Source: an optimization exercise on an open RTL-to-GDS flow (aim: small area, a short achievable clock period and few clock cycles). Production flows keep margins and buffers that such runs may drop. At most, simulation tests tie the RTL to the original design; equivalence was not proved.

==> run H <==
==> flow/design.v (excerpt) <==
module rawc_seq (
    input  wire        clk,
    input  wire        rst,         
    input  wire        cmd_valid,
    output wire        cmd_ready,
    input  wire [31:0] cmd_word,
    input  wire        wr_valid,
    output wire        wr_ready,
    input  wire [7:0]  wr_byte,
    output wire        rd_valid,
    output wire [7:0]  rd_byte,
    output wire        rsp_valid,
    input  wire        rsp_ready,
    output wire [31:0] rsp_word,
    output wire        p_valid,
    input  wire        p_ready,
    output wire [3:0]  p_kind,
    output wire [5:0]  p_reg,
    output wire        p_word,
    output wire [15:0] p_wdata,
    input  wire [31:0] p_rdata
);
==> flow/config.mk <==
export PLATFORM = sky130hd
export DESIGN_NAME = rawc_seq
export DESIGN_NICKNAME = rawc_seq
export VERILOG_FILES = /design/flow/design.v
export SDC_FILE = /design/flow/constraint.sdc
export NUM_CORES = 4
export LEC_CHECK = 0
export CAP_MARGIN = 10
export CORE_MARGIN = 2
export CORE_UTILIZATION = 55
export SETUP_SLACK_MARGIN = 1.6
export SLEW_MARGIN = 10
export TNS_END_PERCENT = 20
==> flow/constraint.sdc <==
create_clock -name core_clock -period 5.0 [get_ports {clk}]
set_input_delay 1.0000 -clock core_clock [delete_from_list [all_inputs] [get_ports {clk}]]
set_output_delay 1.0000 -clock core_clock [all_outputs]
set_load 0.01 [all_outputs]
standard.sh (not shown) runs the stock make flow with config.mk's settings and CLKGATE_MAP_FILE= SYNTH_SCRIPT=/design/flow/synth_recipe.tcl, a recipe that flattens the netlist after the stock synthesis.
==> flow/flow/run.sh <==
#!/bin/bash
# Layout flow: the standard ORFS flow (standard.sh), with these changes:
#  - the port buffers inserted during placement use the smallest buffer cell;
#  - synthesis leaves adders to ABC instead of extracting half/full adder
#    cells (ADDER_MAP_FILE empty), so carry chains are mapped as logic; the
#    synthesis script and its register names are the standard ones;
#  - clock tree synthesis uses clkbuf_4/clkbuf_8 and adds no dummy loads.
set -euo pipefail
export BUFFER_PORTS_ARGS="-buffer_cell sky130_fd_sc_hd__buf_1"
export ADDER_MAP_FILE=
export CTS_ARGS="-sink_clustering_enable -repair_clock_nets -buf_list {sky130_fd_sc_hd__clkbuf_4 sky130_fd_sc_hd__clkbuf_8} -dont_use_dummy_load"
bash standard.sh > standard_flow.log 2>&1
==> run K: changes against run H <==
--- a/flow/design.v
+++ b/flow/design.v
@@ -77,13 +77,10 @@
     reg        rq;            
     reg [3:0]  op;
     reg        ill;           
     reg [15:0] imm;
     reg [2:0]  w;             
-    reg [2:0]  mp;            
-    reg        md;            
-    reg        second;        
     reg [5:0]  oob;
     reg [1:0]  mnt;           
     reg [3:0]  diags;
     reg        prior;         
     reg [31:0] t0;
@@ -199,29 +196,40 @@
             default: fix_reg = kind[0] ? ((op == OP_ALLOC_M) ? 6'd32 : 6'd33) : 6'd31;   
         endcase
     end
     assign p_reg  = is_diag ? {sub, w} : fixed ? fix_reg : reg_of(w, sub);
     assign p_word = !(fixed && (sub[1:0] == 2'd2 || (sub[1:0] == 2'd1 && w_lo)));
-    wire        use_byte = kind[2] && kind[1];         
-    wire        use_fix  = fixed && !is_diag;          
-    wire        use_ctl  = (sub == 3'd2) && !is_diag;  
-    wire        use_dz   = is_diag && (sub != 3'd1);   
+    function [1:0] wsel;
+        input [6:0] s;
+        begin
+            case (s)
+                S_PRE, S_CLR1, S_CLR2: wsel = 2'd1;
+                S_AWRB:                wsel = 2'd2;
+                S_DGX, S_DGM, S_DGZ:   wsel = 2'd3;
+                default:               wsel = 2'd0;
+            endcase
+        end
+    endfunction
+    reg  [1:0]  osel;
+    wire        use_byte = (osel == 2'd2);
+    wire        use_fix  = (osel == 2'd1);
+    wire        use_dz   = (osel == 2'd3);
     reg  [15:0] fix_data;
     always @(*) begin
         case (sub[1:0])
             2'd1:    fix_data = w_lo ? {8'd0, m1} : mask2(w);    
             2'd2:    fix_data = {8'd0, m1};                       
             default: fix_data = 16'h003C;                         
         endcase
     end
     assign p_wdata = use_byte ? {8'd0, t0[23:16]} :
                      use_fix  ? fix_data :
-                     use_ctl  ? {md, mp, second ? 12'd0 : imm[11:0]} :
                      use_dz   ? {15'd0, (sub == 3'd2) && (op == OP_WRITE_B)} :
                      imm;
     assign rsp_valid = rq;
     assign rsp_word  = {ill, 11'd0, diags, ill ? 16'd0 : t0[15:0]};
+    wire        second  = (op == OP_INIT && w == 3'd4) || (op == OP_ALLOC_M && w == 3'd2);
     wire [15:0] rd16    = p_rdata[15:0];
     wire        rd_nz   = (rd16 != 16'd0);
     wire        rd0     = p_rdata[0];
     wire [5:0]  dlo    = {1'b0, p_rdata[4:0]} - {1'b0, t0[4:0]};
     wire        blo    = dlo[5];
@@ -295,17 +303,31 @@
             S_AWR,
             S_AWRB:  begin nA = zlen || last_b && st == S_AWRB ? S_RSP : S_AWRB; nB = nA; end
             default: ;
         endcase
     end
+    reg [6:0] nX;
+    always @(*) begin
+        case (st)
+            S_TMR:   nX = is_si ? S_DGI : S_DGM;
+            S_RDBC:  nX = S_DGZ;
+            default: nX = nA;
+        endcase
+    end
+    always @(posedge clk) begin
+        if (acc)
+            osel <= ((c_op == OP_READ_B || c_op == OP_WRITE_B) && oob[c_w]) ? 2'd3 : 2'd0;
+        else if (hs)
+            osel <= wsel(nX);
+    end
     wire d = (dsel_hit && hit) || (dsel_tmo && tmo) || (dsel_nz && rd_nz) ||
              (dsel_go && go_mv) || (dsel_rd0 && rd0);
     wire rqA = (nA == S_RSP);
     wire rqB = (nB == S_RSP);
     wire pvA = !rqA && !(nA == S_AWRB && !wr_valid);
     wire pvB = !rqB && !(nB == S_AWRB && !wr_valid);
-    wire want_b = (st == S_AWR && !zlen) || (st == S_AWRB && !last_b);
+    wire want_b = (st == S_AWR) || (st == S_AWRB);
     assign wr_ready = (hs && want_b) || (st == S_AWRB && !pv);
     wire take_b = wr_ready && wr_valid;
     assign cmd_ready = (kind == 4'd0);
     wire acc = cmd_valid && cmd_ready;
     wire [3:0] c_op = cmd_word[31:28];
@@ -395,11 +417,19 @@
             mnt <= 2'd0;
         end else begin
             if (take_b) t0[23:16] <= wr_byte;
             if (hs) begin
                 case (st)
-                    S_EDIS:  prior <= rd0;
+                    S_EDIS: begin
+                        prior <= rd0;
+                        case (op)
+                            OP_INIT:     mnt <= 2'b00;
+                            OP_DEALL_D:  mnt[0] <= 1'b0;
+                            OP_MOUNT_RX: if (w == 3'd0) mnt[0] <= 1'b1;
+                            default: ;
+                        endcase
+                    end
                     S_T0:    t0 <= p_rdata;
                     S_DGI:   begin
                         diags[0] <= 1'b1;
                         t0[15:0] <= 16'd0;
                     end
@@ -410,13 +440,12 @@
                         t0[15:0] <= 16'd0;
                     end
                     S_RDBC: begin
                         case (op)
                             OP_INIT: begin
-                                second <= 1'b1;
-                                w      <= 3'd4;
-                                md     <= 1'b1;
+                                w   <= 3'd4;
+                                imm <= {1'b1, 3'd3, 12'd0};
                                 t0[15:0] <= 16'd0;
                             end
                             OP_ALLOC_M: begin
                                 t0[15:0] <= {15'd0, rd_nz && !second};
                             end
@@ -430,13 +459,12 @@
                         endcase
                     end
                     S_FIFO: begin
                         t0[15:0] <= 16'd0;
                         if (!fifo_ok) begin
-                            second <= 1'b1;
-                            w      <= 3'd2;
-                            md     <= 1'b0;
+                            w   <= 3'd2;
+                            imm <= {1'b0, 3'd1, 12'd0};
                         end
                     end
                     S_STAT: begin
                         if (!rd0) t0[15:0] <= 16'd0;
                     end
@@ -449,38 +477,30 @@
             if (acc) begin
                 op     <= c_op;
                 ill    <= !c_ok;
                 imm    <= cmd_word[15:0];
                 diags  <= 4'd0;
-                second <= 1'b0;
                 w      <= c_w;
-                mp     <= cmd_word[22:20];
-                md     <= cmd_word[27];
                 case (c_op)
-                    OP_INIT:     begin w <= 3'd1; mp <= 3'd3; md <= 1'b0; end
-                    OP_ALLOC_M:  begin w <= 3'd3; mp <= 3'd1; md <= 1'b1; end
-                    OP_ALLOC_D:  begin w <= 3'd1; mp <= 3'd2; md <= 1'b1; end
-                    OP_DEALL_M:  begin w <= 3'd2; mp <= 3'd1; md <= 1'b0; end
-                    OP_DEALL_D:  begin w <= 3'd0; mp <= 3'd2; md <= 1'b0; end
-                    OP_MOUNT_RX: begin mp <= 3'd0; md <= 1'b1; end
-                    OP_SEND_M:   begin w <= 3'd3; mp <= 3'd0; md <= 1'b0; end
+                    OP_INIT:     begin w <= 3'd1; imm[15:12] <= {1'b0, 3'd3}; end
+                    OP_ALLOC_M:  begin w <= 3'd3; imm[15:12] <= {1'b1, 3'd1}; end
+                    OP_ALLOC_D:  begin w <= 3'd1; imm[15:12] <= {1'b1, 3'd2}; end
+                    OP_DEALL_M:  begin w <= 3'd2; imm[15:12] <= {1'b0, 3'd1}; end
+                    OP_DEALL_D:  begin w <= 3'd0; imm[15:12] <= {1'b0, 3'd2}; end
+                    OP_MOUNT_RX: imm[15:12] <= {1'b1, 3'd0};
+                    OP_SEND_M:   begin w <= 3'd3; imm[15:12] <= {1'b0, 3'd0}; end
+                    OP_MOVE:     imm[15:12] <= {cmd_word[27], cmd_word[22:20]};
                     default: ;
                 endcase
                 case (c_op)
                     OP_GET_ST: t0[15:0] <= {15'd0, mnt[c_w[0]]};
                     OP_SET_ST: t0[15:0] <= 16'd0;
                     OP_RDCSR:  t0[15:0] <= cmd_word[0] ? {14'd0, mnt} : {10'd0, oob};
                     default:   t0[15:0] <= cmd_word[15:0];
                 endcase
-                if (c_ok) begin
-                    case (c_op)
-                        OP_INIT:     mnt <= 2'b00;
-                        OP_DEALL_D:  mnt[0] <= 1'b0;
-                        OP_MOUNT_RX: if (c_w == 3'd0) mnt[0] <= 1'b1;
-                        OP_SET_ST:   mnt[c_w[0]] <= cmd_word[0];
-                        default: ;
-                    endcase
-                end
+                if (c_op == OP_SET_ST && !cmd_word[27] && cmd_word[26:25] == 2'd0 &&
+                    cmd_word[23:1] == 23'd0)
+                    mnt[c_w[0]] <= cmd_word[0];
             end
         end
     end
 endmodule
CAP_MARGIN = 20   (was 10)
SETUP_SLACK_MARGIN = 1.5   (was 1.6)
SLEW_MARGIN = 20   (was 10)
TNS_END_PERCENT = default   (was 20)
==> run Z: changes against run H <==
--- a/flow/design.v
+++ b/flow/design.v
@@ -77,17 +77,15 @@
     reg        rq;            
     reg [3:0]  op;
     reg        ill;           
     reg [15:0] imm;
     reg [2:0]  w;             
-    reg [2:0]  mp;            
-    reg        md;            
-    reg        second;        
     reg [5:0]  oob;
     reg [1:0]  mnt;           
     reg [3:0]  diags;
     reg        prior;         
+    reg        rz;            
     reg [31:0] t0;
     function [5:0] reg_of;
         input [2:0] ww;
         input [2:0] which;    
         begin
@@ -201,11 +199,10 @@
     end
     assign p_reg  = is_diag ? {sub, w} : fixed ? fix_reg : reg_of(w, sub);
     assign p_word = !(fixed && (sub[1:0] == 2'd2 || (sub[1:0] == 2'd1 && w_lo)));
     wire        use_byte = kind[2] && kind[1];         
     wire        use_fix  = fixed && !is_diag;          
-    wire        use_ctl  = (sub == 3'd2) && !is_diag;  
     wire        use_dz   = is_diag && (sub != 3'd1);   
     reg  [15:0] fix_data;
     always @(*) begin
         case (sub[1:0])
             2'd1:    fix_data = w_lo ? {8'd0, m1} : mask2(w);    
@@ -213,15 +210,15 @@
             default: fix_data = 16'h003C;                         
         endcase
     end
     assign p_wdata = use_byte ? {8'd0, t0[23:16]} :
                      use_fix  ? fix_data :
-                     use_ctl  ? {md, mp, second ? 12'd0 : imm[11:0]} :
                      use_dz   ? {15'd0, (sub == 3'd2) && (op == OP_WRITE_B)} :
                      imm;
     assign rsp_valid = rq;
-    assign rsp_word  = {ill, 11'd0, diags, ill ? 16'd0 : t0[15:0]};
+    assign rsp_word  = {ill, 11'd0, diags, rz ? 16'd0 : t0[15:0]};
+    wire        second  = (op == OP_INIT && w == 3'd4) || (op == OP_ALLOC_M && w == 3'd2);
     wire [15:0] rd16    = p_rdata[15:0];
     wire        rd_nz   = (rd16 != 16'd0);
     wire        rd0     = p_rdata[0];
     wire [5:0]  dlo    = {1'b0, p_rdata[4:0]} - {1'b0, t0[4:0]};
     wire        blo    = dlo[5];
@@ -301,11 +298,11 @@
              (dsel_go && go_mv) || (dsel_rd0 && rd0);
     wire rqA = (nA == S_RSP);
     wire rqB = (nB == S_RSP);
     wire pvA = !rqA && !(nA == S_AWRB && !wr_valid);
     wire pvB = !rqB && !(nB == S_AWRB && !wr_valid);
-    wire want_b = (st == S_AWR && !zlen) || (st == S_AWRB && !last_b);
+    wire want_b = (st == S_AWR) || (st == S_AWRB);
     assign wr_ready = (hs && want_b) || (st == S_AWRB && !pv);
     wire take_b = wr_ready && wr_valid;
     assign cmd_ready = (kind == 4'd0);
     wire acc = cmd_valid && cmd_ready;
     wire [3:0] c_op = cmd_word[31:28];
@@ -399,48 +396,42 @@
                 case (st)
                     S_EDIS:  prior <= rd0;
                     S_T0:    t0 <= p_rdata;
                     S_DGI:   begin
                         diags[0] <= 1'b1;
-                        t0[15:0] <= 16'd0;
                     end
                     S_DGX:   diags[1] <= 1'b1;
                     S_DGM:   diags[2] <= 1'b1;
-                    S_DGZ:   begin
-                        diags[3] <= 1'b1;
-                        t0[15:0] <= 16'd0;
-                    end
+                    S_DGZ:   diags[3] <= 1'b1;
                     S_RDBC: begin
+                        if (op == OP_ALLOC_M || op == OP_ALLOC_D) begin
+                            t0[15:0] <= {15'd0, rd_nz};
+                            rz       <= second;
+                        end else begin
+                            t0[15:0] <= rd16;
+                        end
                         case (op)
                             OP_INIT: begin
-                                second <= 1'b1;
-                                w      <= 3'd4;
-                                md     <= 1'b1;
-                                t0[15:0] <= 16'd0;
+                                w   <= 3'd4;
+                                imm <= {1'b1, 3'd3, 12'd0};
                             end
                             OP_ALLOC_M: begin
-                                t0[15:0] <= {15'd0, rd_nz && !second};
                             end
                             OP_ALLOC_D: begin
-                                t0[15:0] <= {15'd0, rd_nz};
                                 if (rd_nz) mnt[1] <= 1'b1;
                             end
-                            OP_MOUNT_RX,
-                            OP_MOVE: t0[15:0] <= rd16;
-                            default: t0[15:0] <= 16'd0;
+                            default: ;
                         endcase
                     end
                     S_FIFO: begin
-                        t0[15:0] <= 16'd0;
+                        rz <= 1'b1;
                         if (!fifo_ok) begin
-                            second <= 1'b1;
-                            w      <= 3'd2;
-                            md     <= 1'b0;
+                            w   <= 3'd2;
+                            imm <= {1'b0, 3'd1, 12'd0};
                         end
                     end
                     S_STAT: begin
-                        if (!rd0) t0[15:0] <= 16'd0;
                     end
                     S_GIDX:  t0[15:0] <= rd16;
                     S_ARDB,
                     S_AWRB:  imm <= dec16(imm);
                     default: ;
@@ -449,30 +440,32 @@
             if (acc) begin
                 op     <= c_op;
                 ill    <= !c_ok;
                 imm    <= cmd_word[15:0];
                 diags  <= 4'd0;
-                second <= 1'b0;
                 w      <= c_w;
-                mp     <= cmd_word[22:20];
-                md     <= cmd_word[27];
                 case (c_op)
-                    OP_INIT:     begin w <= 3'd1; mp <= 3'd3; md <= 1'b0; end
-                    OP_ALLOC_M:  begin w <= 3'd3; mp <= 3'd1; md <= 1'b1; end
-                    OP_ALLOC_D:  begin w <= 3'd1; mp <= 3'd2; md <= 1'b1; end
-                    OP_DEALL_M:  begin w <= 3'd2; mp <= 3'd1; md <= 1'b0; end
-                    OP_DEALL_D:  begin w <= 3'd0; mp <= 3'd2; md <= 1'b0; end
-                    OP_MOUNT_RX: begin mp <= 3'd0; md <= 1'b1; end
-                    OP_SEND_M:   begin w <= 3'd3; mp <= 3'd0; md <= 1'b0; end
+                    OP_INIT:     begin w <= 3'd1; imm[15:12] <= {1'b0, 3'd3}; end
+                    OP_ALLOC_M:  begin w <= 3'd3; imm[15:12] <= {1'b1, 3'd1}; end
+                    OP_ALLOC_D:  begin w <= 3'd1; imm[15:12] <= {1'b1, 3'd2}; end
+                    OP_DEALL_M:  begin w <= 3'd2; imm[15:12] <= {1'b0, 3'd1}; end
+                    OP_DEALL_D:  begin w <= 3'd0; imm[15:12] <= {1'b0, 3'd2}; end
+                    OP_MOUNT_RX: imm[15:12] <= {1'b1, 3'd0};
+                    OP_SEND_M:   begin w <= 3'd3; imm[15:12] <= {1'b0, 3'd0}; end
+                    OP_MOVE:     imm[15:12] <= {cmd_word[27], cmd_word[22:20]};
                     default: ;
                 endcase
                 case (c_op)
                     OP_GET_ST: t0[15:0] <= {15'd0, mnt[c_w[0]]};
-                    OP_SET_ST: t0[15:0] <= 16'd0;
                     OP_RDCSR:  t0[15:0] <= cmd_word[0] ? {14'd0, mnt} : {10'd0, oob};
                     default:   t0[15:0] <= cmd_word[15:0];
                 endcase
+                case (c_op)
+                    OP_INIT, OP_DEALL_M, OP_DEALL_D, OP_SEND_M,
+                    OP_SET_IDX, OP_SET_ST: rz <= 1'b1;
+                    default:               rz <= !c_ok;
+                endcase
                 if (c_ok) begin
                     case (c_op)
                         OP_INIT:     mnt <= 2'b00;
                         OP_DEALL_D:  mnt[0] <= 1'b0;
                         OP_MOUNT_RX: if (c_w == 3'd0) mnt[0] <= 1'b1;
==> flow/flow/run.sh (replaced) <==
#!/bin/bash
# Layout flow: the standard ORFS flow (standard.sh), with two changes:
#  - the port buffers inserted during placement use the smallest buffer cell;
#  - synthesis leaves adders to ABC instead of extracting half/full adder
#    cells (ADDER_MAP_FILE empty), so carry chains are mapped as logic.
# The synthesis script and its register names are the standard ones.
set -euo pipefail
export BUFFER_PORTS_ARGS="-buffer_cell sky130_fd_sc_hd__buf_1"
export ADDER_MAP_FILE=
bash standard.sh > standard_flow.log 2>&1
CTS_BUF_LIST = sky130_fd_sc_hd__clkbuf_4 sky130_fd_sc_hd__clkbuf_8   (was default)
TNS_END_PERCENT = default   (was 20)
==> impl_metrics.json <==
{
  "wl_per_cell_um": 21.2,
  "synthTopCellsByArea": "edfxtp_1 (24%), nor2_1 (5.4%), a21oi_1 (4.6%)",
  "ff2ff_path_depth": 6,
  "cp-endpoint": "p_wdata[0]",
  "path_clk_slew_ns": 0.09,
  "p_clk_mw": 0.609,
  "status": "finished clean",
  "post_cts_buffers": 3
}
That was run Z.
==> impl_metrics.json <==
{
  "status": "finished clean",
  "synthTopCellsByArea": "edfxtp_1 (27%), nor2_1 (5.6%), dfxtp_1 (4.6%)",
  "wl_per_cell_um": 20.5,
  "p_clk_mw": 0.398
}
That was run H.
==> impl_metrics.json <==
{
  "synthTopCellsByArea": "edfxtp_1 (24%), xnor2_1 (4.9%), a21oi_1 (4.5%)",
  "ff2ff_path_depth": 10,
  "post_cts_buffers": 0,
  "p_clk_mw": 0.398,
  "status": "finished clean",
  "wl_per_cell_um": 21.8,
  "cp-endpoint": "p_wdata[1]"
}
That was run K.
Testbench counts of run H, summed over its fixed seeds: cycles 146,720.
The RTL of run K and run Z was laid out without a check of its function.

[static timing again, ports no longer ideal]
In the flow no input, the clock included, has a driving cell. The finished layouts below were timed again as built, in two steps.
Step 1, drivers: a clkbuf_16 drives clk and a buf_2 each remaining input, both assumed.
Step 2 times the ports against the registers' clock, not the clock port: input delays grow and output delays shrink by t, the midpoint of the rising clock arrivals with the driver on.
a / b / c = ideal ports / drivers / drivers and shift; a / b = the first two.
run	shift t [ns]	setup WS [ns]	worst setup path after step 2	clock arrival spread, ns	pins driven straight from the clock port
run H	0.408	1.505 / 1.465 / 1.202	input to register	0.025 / 0.024	1
run K	0.407	1.628 / 1.589 / 1.278	input to register	0.030 / 0.030	1
run Z	0.415	1.587 / 1.546 / 1.368	input to register	0.019 / 0.018	1
After both steps every run listed still meets setup and hold. The setup slack of run K, which loses most, moves by -0.039 ns with the drivers and by -0.350 ns with both steps.
